Background: an optimization exercise with open tools, aiming at small area and a short achievable clock period. Do not read the settings as production practice.
The RTL was checked by simulation tests, not by an equivalence proof against the original design.

## flow/design.v (module list and top-level ports; edited modules follow where they fit)
// module rlwe_alu: 2728 lines
// module rlwe_fa: 4 lines
// module rlwe_ha: 4 lines
// module rlwe_gp: 4 lines
// module rlwe_g: 3 lines
module rlwe_alu (
    input  wire        clk,
    input  wire        rst,         
    input  wire        in_valid,
    input  wire [2:0]  in_op,
    input  wire [31:0] in_a,
    input  wire [31:0] in_b,
    input  wire [31:0] in_c,
    output wire        out_valid,
    output wire [31:0] out_y0,
    output wire [31:0] out_y1
);
  // ...
==> flow/flow/run.sh <==
#!/bin/bash
# The standard layout, with every port buffered by a plain buf_2 instead of
# the delay buffer buffer_ports picks by default.
set -euo pipefail
export BUFFER_PORTS_ARGS="-buffer_cell sky130_fd_sc_hd__buf_2"
bash standard.sh > standard_make.log 2>&1
==> flow/standard.sh <==
#!/bin/bash
# synth_recipe.tcl (not shown) runs the flow's synth.tcl, then flattens the netlist and writes it again
# the make line also repeats each setting of config.mk as NAME=value (left out here)
make -C /OpenROAD-flow-scripts/flow DESIGN_CONFIG=/design/flow/config.mk WORK_HOME=/design/flow/orfs CLKGATE_MAP_FILE= SYNTH_SCRIPT=/design/flow/synth_recipe.tcl "${@:-finish}"
==> flow/config.mk <==
export PLATFORM = sky130hd
export DESIGN_NAME = rlwe_alu
export DESIGN_NICKNAME = rlwe_alu
export VERILOG_FILES = /design/flow/design.v
export SDC_FILE = /design/flow/constraint.sdc
export NUM_CORES = 4
export LEC_CHECK = 0
export CAP_MARGIN = 20
export CORE_MARGIN = 2
export CORE_UTILIZATION = 40
export CTS_CLUSTER_DIAMETER = 90
export CTS_CLUSTER_SIZE = 40
export SLEW_MARGIN = 20
export SYNTH_HIERARCHICAL = 1
export SYNTH_MINIMUM_KEEP_SIZE = 0
==> flow/constraint.sdc <==
create_clock -name core_clock -period 26.0 [get_ports {clk}]
set_input_delay 5.2000 -clock core_clock [delete_from_list [all_inputs] [get_ports {clk}]]
set_output_delay 5.2000 -clock core_clock [all_outputs]
set_load 0.01 [all_outputs]
==> out/metrics.cfg, run 1 <==
[synth]
synth.top_cell.area_share = 0.2721
synth.area.top_cells = fa_1 27%, dfxtp_1 20%, ha_1 11%, a21o_1 7.6%, xor2_1 5.2%
yosysTopAreaCell = fa_1
synth-simple-area-share = 0.09075
synth_seq_cells = 355
synth_xor_area_frac = 0.1032

[run]
cap_violations = 0

[setup_path]
setup.worst_path.class = reg2out
crit_end = out_y0[15]
crit_path_start_kind = register

[worst_hold_path]
hp-class = reg2reg

[run_status]
status = no timing/DRC/antenna violations

[sta]
tightestPinTransition_ns = 0.9918
rsz0062_at_grt = false
fin_ws_ns = 19.65
timing.slew.headroom = 0.3388

[placement]
hpwl_um = 75250

[finish]
clkCellAreaFrac = 0.02823
clock_buffers = 30
sh_seq_area = 0.1823
final_core_util = 0.4333

[clocking]
cts-resized-gates = 0
clock_sinks = 355
clock_latency_ns = 0.68
cts.clk_slew.worst_paths_ns = 0.11

[detailed_routing]
routed_wl_um = 94920
drtIter0Drc = 1688

[global_routing]
met2_usage = 0.3523
grt_max_degree = 83
met3_usage = 0.02447
grt_overflow = 0

[floorplanning]
nWellTaps = 1176
die_y_um = 305.1

==> run 2: changes to the inputs <==
--- a/flow/design.v
+++ b/flow/design.v
@@ -2330,18 +2330,23 @@
     wire k1470_28g;
     rlwe_g u_k1470_28 (.gh(n1498), .ph(n1497), .gl(k1470_20g), .g(k1470_28g));
     wire k1470_29g;
     rlwe_g u_k1470_29 (.gh(n1502), .ph(n1501), .gl(k1470_16g), .g(k1470_29g));
     wire [17:0] t1 = {n1503 ^ k1470_29g, n1501 ^ k1470_16g, n1499 ^ k1470_28g, n1497 ^ k1470_20g, n1495 ^ k1470_27g, n1493 ^ k1470_17g, n1491 ^ k1470_26g, n1489 ^ k1470_19g, n1487 ^ k1470_25g, n1485 ^ k1470_14g, n1483 ^ k1470_24g, n1481 ^ k1470_18g, n1479 ^ k1470_23g, n1477 ^ k1470_10g, n1475 ^ k1470_22g, n1473 ^ k1470_1g, n1471 ^ 1'b0, n1434};
     reg v4;
     always @(posedge clk) v4 <= rst ? 1'b0 : v3;
     wire smul3 = op3 == 3'd1;
-    reg  [2:0] op4;
-    always @(posedge clk) op4 <= op3;
+    wire [4:0] sel3 = {op3 == 3'd1,
+                       op3 == 3'd5 || op3 == 3'd6,
+                       op3 == 3'd4,
+                       op3 == 3'd0 || op3 == 3'd5 || op3 == 3'd6,
+                       op3 == 3'd2 || op3 == 3'd3 || op3 == 3'd4};
+    reg  [4:0] sel4;
+    always @(posedge clk) sel4 <= sel3;
     reg  [17:0] t04;
     always @(posedge clk) t04 <= smul3 ? {2'd0, p3[15:0]} : t0;
     reg  [17:0] t14;
     always @(posedge clk) t14 <= smul3 ? {2'd0, p3[31:16]} : t1;
     wire [13:0] y0c_s_t =
         ({14{t04[17:13] == 5'd1}} & 14'd8192) |
         ({14{t04[17:13] == 5'd2}} & 14'd4095) |
         ({14{t04[17:13] == 5'd3}} & 14'd12287) |
@@ -2692,35 +2697,20 @@
     rlwe_g u_k1584_23 (.gh(n1600), .ph(n1599), .gl(k1584_13g), .g(k1584_23g));
     wire k1584_24g;
     rlwe_g u_k1584_24 (.gh(n1604), .ph(n1603), .gl(k1584_18g), .g(k1584_24g));
     wire k1584_25g;
     rlwe_g u_k1584_25 (.gh(n1608), .ph(n1607), .gl(k1584_16g), .g(k1584_25g));
     wire k1584_26g = (~y1c_s[14] & k1584_19g);
     wire [15:0] y1c_d = {~y1c_s[14] ^ k1584_26g, ~y1c_s[14] ^ k1584_19g, y1c_s[13] ^ k1584_25g, n1607 ^ k1584_16g, n1605 ^ k1584_24g, n1603 ^ k1584_18g, n1601 ^ k1584_23g, n1599 ^ k1584_13g, n1597 ^ k1584_22g, n1595 ^ k1584_17g, n1593 ^ k1584_21g, n1591 ^ k1584_9g, n1589 ^ k1584_20g, n1587 ^ k1584_1g, n1585 ^ 1'b0, ~y1c_s[0]};
     wire [13:0] y1c = y1c_d[15] ? y1c_s[13:0] : y1c_d[13:0];
-    reg [31:0] y0m, y1m;
-    always @(*) begin
-        y0m = 32'd0;
-        y1m = 32'd0;
-        case (op4)
-            3'd0:       y0m = {18'd0, y1c};
-            3'd1:       y0m = {t14[15:0], t04[15:0]};
-            3'd2, 3'd3: y0m = {18'd0, y0c};
-            3'd4: begin
-                y0m = {18'd0, y0c};
-                y1m = {18'd0, y1c};
-            end
-            3'd5, 3'd6: begin
-                y0m = {18'd0, y1c};
-                y1m = {18'd0, y0c};
-            end
-            default: ;
-        endcase
-    end
+    wire [13:0] y0r = ({14{sel4[0]}} & y0c) | ({14{sel4[1]}} & y1c);
+    wire [13:0] y1r = ({14{sel4[2]}} & y1c) | ({14{sel4[3]}} & y0c);
+    wire [31:0] y0m = sel4[4] ? {t14[15:0], t04[15:0]} : {18'd0, y0r};
+    wire [31:0] y1m = {18'd0, y1r};
     reg v5;
     always @(posedge clk) v5 <= rst ? 1'b0 : v4;
     reg  [31:0] y05;
     always @(posedge clk) y05 <= y0m;
     reg  [31:0] y15;
     always @(posedge clk) y15 <= y1m;
     assign out_valid = v5;
     assign out_y0 = y05;
==> flow/config.mk (replaced) <==
export PLATFORM = sky130hd
export DESIGN_NAME = rlwe_alu
export DESIGN_NICKNAME = rlwe_alu
export VERILOG_FILES = /design/flow/design.v
export SDC_FILE = /design/flow/constraint.sdc
export NUM_CORES = 4
export LEC_CHECK = 0
export CAP_MARGIN = 20
export CORE_MARGIN = 2
export CORE_UTILIZATION = 40
export SLEW_MARGIN = 20
export SYNTH_HIERARCHICAL = 1
export SYNTH_MINIMUM_KEEP_SIZE = 0
==> run 2 against run 1 <==
- setup slack improved by 0.047 ns
- area after synthesis decreased by 1.7%
- global-route usage increased by 0.093 points
- critical endpoint unchanged
- synthesized cell count fell by 2.2%
==> out/metrics.cfg, run 2 <==
[run_status]
status = no timing/DRC/antenna violations

[synth]
yosysTopAreaCell = fa_1
synth_area_um2 = 35670
synthFlopType = dfxtp_1
ys_top_cells_by_count = 493 x fa_1, 359 x a21o_1, 357 x dfxtp_1, 318 x ha_1, 243 x nor2_1
synth_most_common_cell = fa_1
synthArstFlopShare = 0
postSynthAreaPerCell_um2 = 10.31
ys_warn_count = 7
synth_cells = 3460
synth.top_cell.area_share = 0.2767  ; +0.004610
synth_seq_cells = 357  ; +0.56%
synth_seq_area_share = 0.2004
synth_edf_count = 0
synth.area.top_cells = fa_1 28%, dfxtp_1 20%, ha_1 11%, a21o_1 7.6%, xnor2_1 5.4%
synth_cell_types = 66

[finish]
multiInputGateArea_um2 = 27170
drive_gt1_frac = 0.08336
layout_commonest_cell = fa_1
fillCellCount = 8466
fin_cells = 4694
final_area_um2 = 38810
regArea_um2 = 7156
layout.nets = 4404
final_core_util = 0.4392  ; +0.005859
syn_to_final_growth_pct = 8.808
final_cell_mix = 493 x fa_1, 359 x a21o_1, 352 x dfxtp_1

[sta]
fin_tns_setup_ns = 0
tightestPinTransition_ns = 1.117  ; +0.1255 ns
rsz0062_at_grt = false
timing.slew.headroom = 0.2552  ; -0.08367
drv_slew = 0
hold_violations = 0
finalCritPeriodShare = 0.2426
setup_viol = 0
max_freq_mhz = 158.6
fin_crit_ns = 6.307
skew_ns = 0.01785

[clocking]
clockRootBuffer = clkbuf_16
cts_buffer_depth = 3
cts.clk_slew.worst_paths_ns = 0.06  ; -0.05 ns
cts_buffers = 45
cts_tree = yes
cts.hold.buffers_added = 0
clock_sinks = 357  ; +0.56%
clock_latency_ns = 0.60  ; -0.08 ns
cts_setup_buffers = 0
htree_levels = 2
cts-resized-gates = 0  ; unchanged

[setup_path]
required_ns = 20.80
setup.worst_path.class = reg2out
cpPeakStageDelay_ns = 0.37
worstPathCellList = buf_2
crit_path_start_kind = register
critPathSlowestCell = dfxtp_1
crit_family = flip-flops
cp_max_fo = 1
path_buf_inv = 1
cp-end-kind = output port
crit_arrival_ns = 1.11

[detailed_routing]
routed_wl_um = 91820  ; -3.3%
drc = 0
drt_pass1_iterations = 6
vias_per_cell = 5.295
vias = 24860
ant_nets = 0
wl_per_cell_um = 19.56
drtIter0Drc = 1644  ; -2.6%

[global_routing]
grt_first_pass_wirelength_um = 146300
grt_max_degree = 83  ; unchanged
track_usage = 0.2048
antenna_found_initial = 5
grt_overflow = 0  ; unchanged
grt_pass1_vias = 26260

[placement]
gp_congestion = 0.8825
place_area_um2 = 37250
io_buffer_count = 148
post-place-cells = 4609
hpwl_um = 73010  ; -3.0%

[floorplanning]
ioPinCount = 167
die_y_um = 302.6  ; -0.82%
initial_core_util = 0.4036
dieArea_um2 = 91580
rows = 109
die_w_um = 302.6
fp.coreArea_um2 = 88370

[worst_hold_path]
hp-class = reg2reg

[run]
cap_violations = 0  ; unchanged

## run 2: cell types whose count changed after synthesis, moves of 12 or more
cell / delta
nor3_1: -16
nor2_1: -15
a22o_1: +21
buf_2: -24
clkbuf_1: +12
a211oi_1: -12
## run 2: final cells by class
cell class	count	share of cell area
Timing Repair Buffer	174	0.02411
Inverter	145	0.01402
Multi-Input combinational cell	2768	0.6999
Clock inverter	28	0.007801
Tap cell	1165	0.03756
Sequential cell	357	0.1844
Clock buffer	55	0.03208
Antenna cell	2	0.0001289
## run 2: metal layers
metal  part of all wire  global-route usage
met1               0.42              0.2624
met2               0.49              0.3568
met3              0.056             0.03022
met4              0.029             0.06181
met5                  0                   0
## run 2: modules after synthesis (local to each module, per instance)
module	cell area, um^2	times used
rlwe_alu	18480	1
rlwe_fa	20.02	493
rlwe_g	7.507	223
rlwe_gp	13.76	135
rlwe_ha	12.51	303
## run 2: worst paths after layout
| check | startpoint | end | slack, ns | cells past startpoint |
|---|---|---|---|---|
| min reg2reg | op0[0] | op1[0] | 0.37 | 0 |
| max | y05[15] | out_y0[15] | 19.69 | 1 |
| min | op0[0] | op1[0] | 0.37 | 0 |
| max reg2reg | op2[0] | p3[31] | 19.97 | 19 |
## run 2: worst register-to-register path: stages (launching register included)
cell	delay (ns)
dfxtp_1	0.40
nand2b_1	0.78
o21ai_0	0.16
buf_4	0.23
and2_1	0.19
fa_1	0.40
fa_1	0.50
fa_1	0.41
fa_1	0.46
fa_1	0.38
ha_1	0.35
and2_1	0.16
and2_1	0.14
and2_1	0.15
a21o_1	0.25
a21o_1	0.24
a21o_1	0.21
a21o_1	0.18
a21o_1	0.16
xor2_1	0.15
## run 2: per-stage QoR
stage,hold slack [ns],setup WS (ns)
finish,0.3668,19.69
global route,0.3765,19.56
CTS,0.3681,19.65
detailed placement,0.3377,19.81
global placement,0.3425,19.86
floorplan,0.3232,20.41
## run 2: cell families after synthesis
kind of cell,share of synthesized area
compound gates,0.1684
fa+ha+maj,0.3882
simple gates,0.08681
xor+xnor,0.1045
flops,0.2004
buf+inv,0.04062
mux,0.01098
other cells,0.0001051
==> run 3: changes to the inputs <==
--- a/flow/config.mk
+++ b/flow/config.mk
@@ -8,6 +8,8 @@
 export CAP_MARGIN = 20
 export CORE_MARGIN = 2
 export CORE_UTILIZATION = 40
+export CTS_CLUSTER_DIAMETER = 70
+export CTS_CLUSTER_SIZE = 30
 export SLEW_MARGIN = 20
 export SYNTH_HIERARCHICAL = 1
 export SYNTH_MINIMUM_KEEP_SIZE = 0
==> run 3 against run 2 <==
- sequential share of layout area increased by 0.12 points
- still clean
- critical endpoint unchanged
- clock skew increased by 0.027 ns
- register-to-register slack about the same
- core utilization decreased by 0.29 points
==> out/metrics.cfg, run 3 <==
[setup_path]
worstPathCellList = buf_2
worst_r2r_startpoint = op2[0]
critPathSlowestCell = dfxtp_1
cp-end-kind = output port
cp_max_fo = 1  ; unchanged
crit_path_start_kind = register
reg2reg_to = p3[31]
required_ns = 20.80  ; about the same
crit_family = flip-flops
crit_arrival_ns = 1.11  ; about the same
reg2reg_depth = 19  ; unchanged
r2r_setup_slack_ns = 19.98  ; about the same
cpPeakStageDelay_ns = 0.38  ; about the same
path_buf_inv = 1  ; unchanged
setup.worst_path.class = reg2out

[clocking]
htree_levels = 2  ; unchanged
clockRootBuffer = clkbuf_16
cts_buffer_depth = 3  ; unchanged
clock_sinks = 357  ; unchanged
cts.clk_slew.worst_paths_ns = 0.08  ; +0.02 ns
cts_tree = yes
cts_setup_buffers = 0  ; unchanged
cts_buffers = 35  ; -22%
cts-resized-gates = 0  ; unchanged
clock_latency_ns = 0.59  ; about the same
cts.hold.buffers_added = 0  ; unchanged

[synth]
synth.area.top_cells = fa_1 28%, dfxtp_1 20%, ha_1 11%, a21o_1 7.6%, xnor2_1 5.4%
postSynthAreaPerCell_um2 = 10.31  ; unchanged
synthArstFlopShare = 0  ; unchanged
synth_cells = 3460  ; unchanged
synth_most_common_cell = fa_1
ys_warn_count = 7  ; unchanged
synth_edf_count = 0  ; unchanged
synthFlopType = dfxtp_1
synth.top_cell.area_share = 0.2767  ; unchanged
ys_top_cells_by_count = 493 x fa_1, 359 x a21o_1, 357 x dfxtp_1, 318 x ha_1, 243 x nor2_1
synth_seq_cells = 357  ; unchanged
yosysTopAreaCell = fa_1
synth_seq_area_share = 0.2004  ; unchanged
synth_area_um2 = 35670  ; unchanged
synth_cell_types = 66  ; unchanged

[floorplanning]
ioPinCount = 167  ; unchanged
fp.coreArea_um2 = 88370  ; unchanged
die_w_um = 302.6  ; unchanged
dieArea_um2 = 91580  ; unchanged
die_y_um = 302.6  ; unchanged
initial_core_util = 0.4036  ; unchanged
rows = 109  ; unchanged

[placement]
post-place-cells = 4609  ; unchanged
dpl_worst_slack_ns = 19.81  ; unchanged
gp_congestion = 0.8825  ; unchanged
hpwl_um = 73010  ; unchanged
io_buffer_count = 148  ; unchanged

[worst_hold_path]
holdPathStages = 0  ; unchanged
min_to = op1[0]
hp-class = reg2reg
hp-start = op0[0]

[finish]
multiInputGateArea_um2 = 27170  ; unchanged
layout.nets = 4394  ; -0.23%
syn_to_final_growth_pct = 8.089
final_cell_mix = 493 x fa_1, 359 x a21o_1, 352 x dfxtp_1
regArea_um2 = 7156  ; unchanged
drive_gt1_frac = 0.07789  ; -0.005468
fillCellCount = 8467  ; +0.012%
fin_cells = 4671  ; -0.49%
layout_commonest_cell = fa_1
final_core_util = 0.4363  ; -0.002903

[sta]
timing.slew.headroom = 0.2707  ; +0.01550
finalCritPeriodShare = 0.2426  ; about the same
tightestPinTransition_ns = 1.094  ; -0.02324 ns
fin_crit_ns = 6.307  ; +0.0005000 ns
rsz0062_at_grt = false
skew_ns = 0.04509  ; +0.02724 ns
setup_viol = 0  ; unchanged
fin_ws_ns = 19.69  ; -0.0005000 ns
hold_violations = 0  ; unchanged
max_freq_mhz = 158.6  ; about the same
fin_tns_setup_ns = 0  ; unchanged
drv_slew = 0  ; unchanged

[global_routing]
grt_max_degree = 83  ; unchanged
grt_overflow = 0  ; unchanged
grt_pass1_vias = 26140  ; -0.48%
grt_first_pass_wirelength_um = 145300  ; -0.71%
track_usage = 0.2027  ; -0.002082
antenna_found_initial = 5  ; unchanged

[detailed_routing]
vias_per_cell = 5.276  ; -0.37%
routed_wl_um = 90930  ; -0.96%
vias = 24640  ; -0.86%
drt_pass1_iterations = 7  ; +1
wl_per_cell_um = 19.47  ; -0.48%
drc = 0  ; unchanged
drtIter0Drc = 1634  ; -0.61%
ant_nets = 0  ; unchanged

[run_status]
status = no timing/DRC/antenna violations

[run]
cap_violations = 0  ; unchanged

==> run 3: changes by cell type in the layout (fill, tap and decap cells not counted), moves of 4 or more <==
| cell | change |
|---|---|
| clkbuf_16 | -11 |
| clkinv_8 | +5 |
| clkbuf_8 | -6 |
| inv_6 | -4 |
| clkinv_4 | -6 |
| clkinv_2 | -6 |
==> run 3: final cells by class <==
type,instances,area share
Multi-Input combinational cell,2768,0.7046
Sequential cell,357,0.1856
Tap cell,1165,0.03781
Timing Repair Buffer,174,0.02427
Clock buffer,37,0.02291
Inverter,145,0.01412
Clock inverter,24,0.01064
Antenna cell,1,0.00006490
==> run 3: through the flow <==
stage	area (um^2)	hold slack, ns
2_1_floorplan	35750	0.3232
3_3_place_gp	37250	0.3425
3_5_place_dp	37250	0.3377
4_1_cts	38550	0.3663
5_1_grt	38560	0.3795
6_report	38560	0.3607
==> run 3: worst max-delay path by stage <==
stage / slack [ns] / cells after the start / endpoint / start
3_3_place_gp: 19.86 / 17 / p3[31] / op2[1]
6_report: 19.69 / 1 / out_y0[15] / y05[15]
5_1_grt: 19.55 / 19 / p3[31] / op2[0]
3_5_place_dp: 19.81 / 17 / p3[31] / op2[1]
4_1_cts: 19.67 / 1 / out_y0[15] / y05[15]
2_1_floorplan: 20.41 / 18 / p3[31] / be2[17]
==> run 3: logic make-up after synthesis <==
kind of cell | count (synthesis) | synth area share
flops | 357 | 0.2004
buf+inv | 355 | 0.04062
other cells | 1 | 0.0001051
mux | 37 | 0.01098
compound gates | 850 | 0.1684
xor+xnor | 424 | 0.1045
fa+ha+maj | 811 | 0.3882
simple gates | 625 | 0.08681
==> run 3: layer usage <==
metal  GRT usage  up-vias  wire length (um)
met1      0.2607    12110             38440
met2      0.3536      696             44780
met4     0.05947        0              2670
met3     0.02893      143              5044
li1            -    11700                 -
met5           0        -                 0
==> run 3: per-module statistics from Yosys, one instance, submodules excluded <==
module	times used	area, um^2
rlwe_alu	1	18480
rlwe_fa	493	20.02
rlwe_g	223	7.507
rlwe_gp	135	13.76
rlwe_ha	303	12.51
==> run 4: changes to the inputs <==
--- a/flow/config.mk
+++ b/flow/config.mk
@@ -8,8 +8,8 @@
 export CAP_MARGIN = 20
 export CORE_MARGIN = 2
 export CORE_UTILIZATION = 40
-export CTS_CLUSTER_DIAMETER = 70
-export CTS_CLUSTER_SIZE = 30
+export CTS_CLUSTER_DIAMETER = 80
+export CTS_CLUSTER_SIZE = 35
 export SLEW_MARGIN = 20
 export SYNTH_HIERARCHICAL = 1
 export SYNTH_MINIMUM_KEEP_SIZE = 0
==> run 4 against run 3 <==
- still clean
- design area decreased by 0.12%
- die area is the same
- flip-flop and latch count stayed put
- first-iteration DRC count decreased by 7.4%
- clock-buffer cell count decreased by 6
- core utilization shrank 0.052 points
- area after synthesis did not move
- critical path type unchanged
- critical endpoint unchanged
==> out/metrics.cfg, run 4 <==
[detailed_routing]
drtIter0Drc = 1513  ; -7.4%
wl_per_cell_um = 19.47  ; about the same
ant_nets = 0  ; unchanged
drt_pass1_iterations = 6  ; -1
routed_wl_um = 90880  ; about the same
drc = 0  ; unchanged
vias = 24690  ; +0.21%
vias_per_cell = 5.290  ; +0.27%

[worst_hold_path]
hp-class = reg2reg
min_to = op1[0]
holdPathStages = 0  ; unchanged
hp-start = op0[0]

[global_routing]
grt_max_degree = 83  ; unchanged
grt_overflow = 0  ; unchanged
antenna_found_initial = 4  ; -1
grt_first_pass_wirelength_um = 145400  ; about the same
grt_pass1_vias = 26170  ; +0.13%
track_usage = 0.2021  ; -0.0006031

[placement]
io_buffer_count = 148  ; unchanged
gp_congestion = 0.8825  ; unchanged
hpwl_um = 73010  ; unchanged
place_area_um2 = 37250  ; unchanged

[floorplanning]
initial_core_util = 0.4036  ; unchanged
fp.coreArea_um2 = 88370  ; unchanged
rows = 109  ; unchanged
die_w_um = 302.6  ; unchanged
dieArea_um2 = 91580  ; unchanged
ioPinCount = 167  ; unchanged
die_y_um = 302.6  ; unchanged

[sta]
skew_ns = 0.03231  ; -0.01279 ns
fin_tns_setup_ns = 0  ; unchanged
drv_slew = 0  ; unchanged
finalCritPeriodShare = 0.2447  ; +0.002112
max_freq_mhz = 157.2  ; -0.86%
setup_viol = 0  ; unchanged
hold_violations = 0  ; unchanged
timing.slew.headroom = 0.2611  ; -0.009512
tightestPinTransition_ns = 1.108  ; +0.01427 ns
rsz0062_at_grt = false
fin_crit_ns = 6.362  ; +0.05490 ns

[clocking]
cts_buffer_depth = 3  ; unchanged
clock_latency_ns = 0.64  ; +0.05 ns
clockRootBuffer = clkbuf_16
cts_tree = yes
cts.clk_slew.worst_paths_ns = 0.09  ; about the same
cts-resized-gates = 0  ; unchanged
cts_setup_buffers = 0  ; unchanged
cts.hold.buffers_added = 0  ; unchanged
htree_levels = 1  ; -1
clock_sinks = 357  ; unchanged
cts_buffers = 31  ; -11%

[setup_path]
cp-end-kind = output port
cpPeakStageDelay_ns = 0.39  ; about the same
crit_path_start_kind = register
required_ns = 20.80  ; about the same
worst_r2r_startpoint = op2[0]
critPathSlowestCell = dfxtp_1
reg2reg_depth = 19  ; unchanged
cp_max_fo = 1  ; unchanged
r2r_setup_slack_ns = 19.99  ; about the same
crit_arrival_ns = 1.16  ; +0.05 ns
setup.worst_path.class = reg2out
worstPathCellList = buf_2
reg2reg_to = p3[31]
path_buf_inv = 1  ; unchanged
crit_family = flip-flops

[finish]
final_core_util = 0.4358  ; -0.0005230
drive_gt1_frac = 0.07741  ; -0.0004823
final_cell_mix = 493 x fa_1, 359 x a21o_1, 352 x dfxtp_1
layout.nets = 4390  ; -0.091%
multiInputGateArea_um2 = 27170  ; unchanged
final_area_um2 = 38510  ; -0.12%
fillCellCount = 8459  ; -0.094%
layout_commonest_cell = fa_1
regArea_um2 = 7156  ; unchanged
syn_to_final_growth_pct = 7.959

[synth]
synth_seq_area_share = 0.2004  ; unchanged
synth.top_cell.area_share = 0.2767  ; unchanged
ys_top_cells_by_count = 493 x fa_1, 359 x a21o_1, 357 x dfxtp_1, 318 x ha_1, 243 x nor2_1
synthFlopType = dfxtp_1
synthArstFlopShare = 0  ; unchanged
synth_cell_types = 66  ; unchanged
synth_most_common_cell = fa_1
postSynthAreaPerCell_um2 = 10.31  ; unchanged
synth_cells = 3460  ; unchanged
synth.area.top_cells = fa_1 28%, dfxtp_1 20%, ha_1 11%, a21o_1 7.6%, xnor2_1 5.4%
yosysTopAreaCell = fa_1
synth_seq_cells = 357  ; unchanged
ys_warn_count = 7  ; unchanged
synth_edf_count = 0  ; unchanged
synth_area_um2 = 35670  ; unchanged

[run_status]
status = no timing/DRC/antenna violations

[run]
cap_violations = 0  ; unchanged

[run 4: area by class of cell]
type / instances / area share
antenna: 2 / 0.0001300
clock buffer: 31 / 0.02014
clock inverter: 26 / 0.01218
inverter: 145 / 0.01413
multi-input combinational: 2768 / 0.7054
sequential: 357 / 0.1858
tap: 1165 / 0.03785
timing repair buffer: 174 / 0.02430
[run 4: how the worst max path moves through the flow]
| stage | start | to | cells past startpoint | slack [ns] |
|---|---|---|---|---|
| after floorplan | be2[17] | p3[31] | 18 | 20.41 |
| after global placement | op2[1] | p3[31] | 17 | 19.86 |
| after detailed placement | op2[1] | p3[31] | 17 | 19.81 |
| after CTS | y05[15] | out_y0[15] | 1 | 19.62 |
| after global routing | op2[0] | p3[31] | 19 | 19.56 |
| final | y05[15] | out_y0[15] | 1 | 19.64 |
[run 4: cells by family after synthesis]
family	count (synthesis)	share of synthesized area
AO/OA/AOI/OAI	850	0.1684
adder cells (fa/ha/maj)	811	0.3882
XOR/XNOR	424	0.1045
other	1	0.0001051
flip-flops	357	0.2004
buffers and inverters	355	0.04062
multiplexers	37	0.01098
AND/OR/NAND/NOR	625	0.08681
[run 4: through the flow]
step	hold slack (ns)	cells	worst slack, ns
2_1_floorplan	0.3232	3480	20.41
3_3_place_gp	0.3425	4609	19.86
3_5_place_dp	0.3377	4609	19.81
4_1_cts	0.3665	4666	19.62
5_1_grt	0.3795	4667	19.56
6_report	0.3664	4668	19.64
[run 4: per-layer routing]
layer	track usage	share of wire
met2	0.3567	0.50
met1	0.2614	0.43
met4	0.05137	0.027
met5	0	0
met3	0.02599	0.053
[run 4: modules after synthesis, one instance, submodules excluded]
module,copies in the design,flops+latches
rlwe_g,223,0
rlwe_ha,303,0
rlwe_alu,1,357
rlwe_gp,135,0
rlwe_fa,493,0

-- port drivers added, routing unchanged --
The flow's constraints put no driver on any port. The routed layouts listed below were extracted and timed again, unchanged, in two steps.
Step 1 sets driving cells, clkbuf_16 on the clock port and buf_2 on the other inputs (assumed; they add their load-dependent delay and slew).
Step 2, shift: input delay + t, output delay - t, t = (earliest + latest rising clock arrival at the registers) / 2. This alone moves slack from input paths to output paths.
Slacks: no drivers / after step 1 / after step 2; pairs: no drivers / after step 1.
run | shift t [ns] | setup slack, ns | worst slew at a driven data input, ns | cell pins on the clock port's net
run 1 | 0.701 | 19.646 / 19.586 / 19.749 | 0.04 | 1
run 2 | 0.661 | 19.693 / 19.627 / 19.970 | 0.13 | 1
run 3 | 0.635 | 19.693 / 19.627 / 19.985 | 0.14 | 1
run 4 | 0.685 | 19.638 / 19.573 / 19.987 | 0.15 | 1
After both steps setup and hold are still met in every run listed.
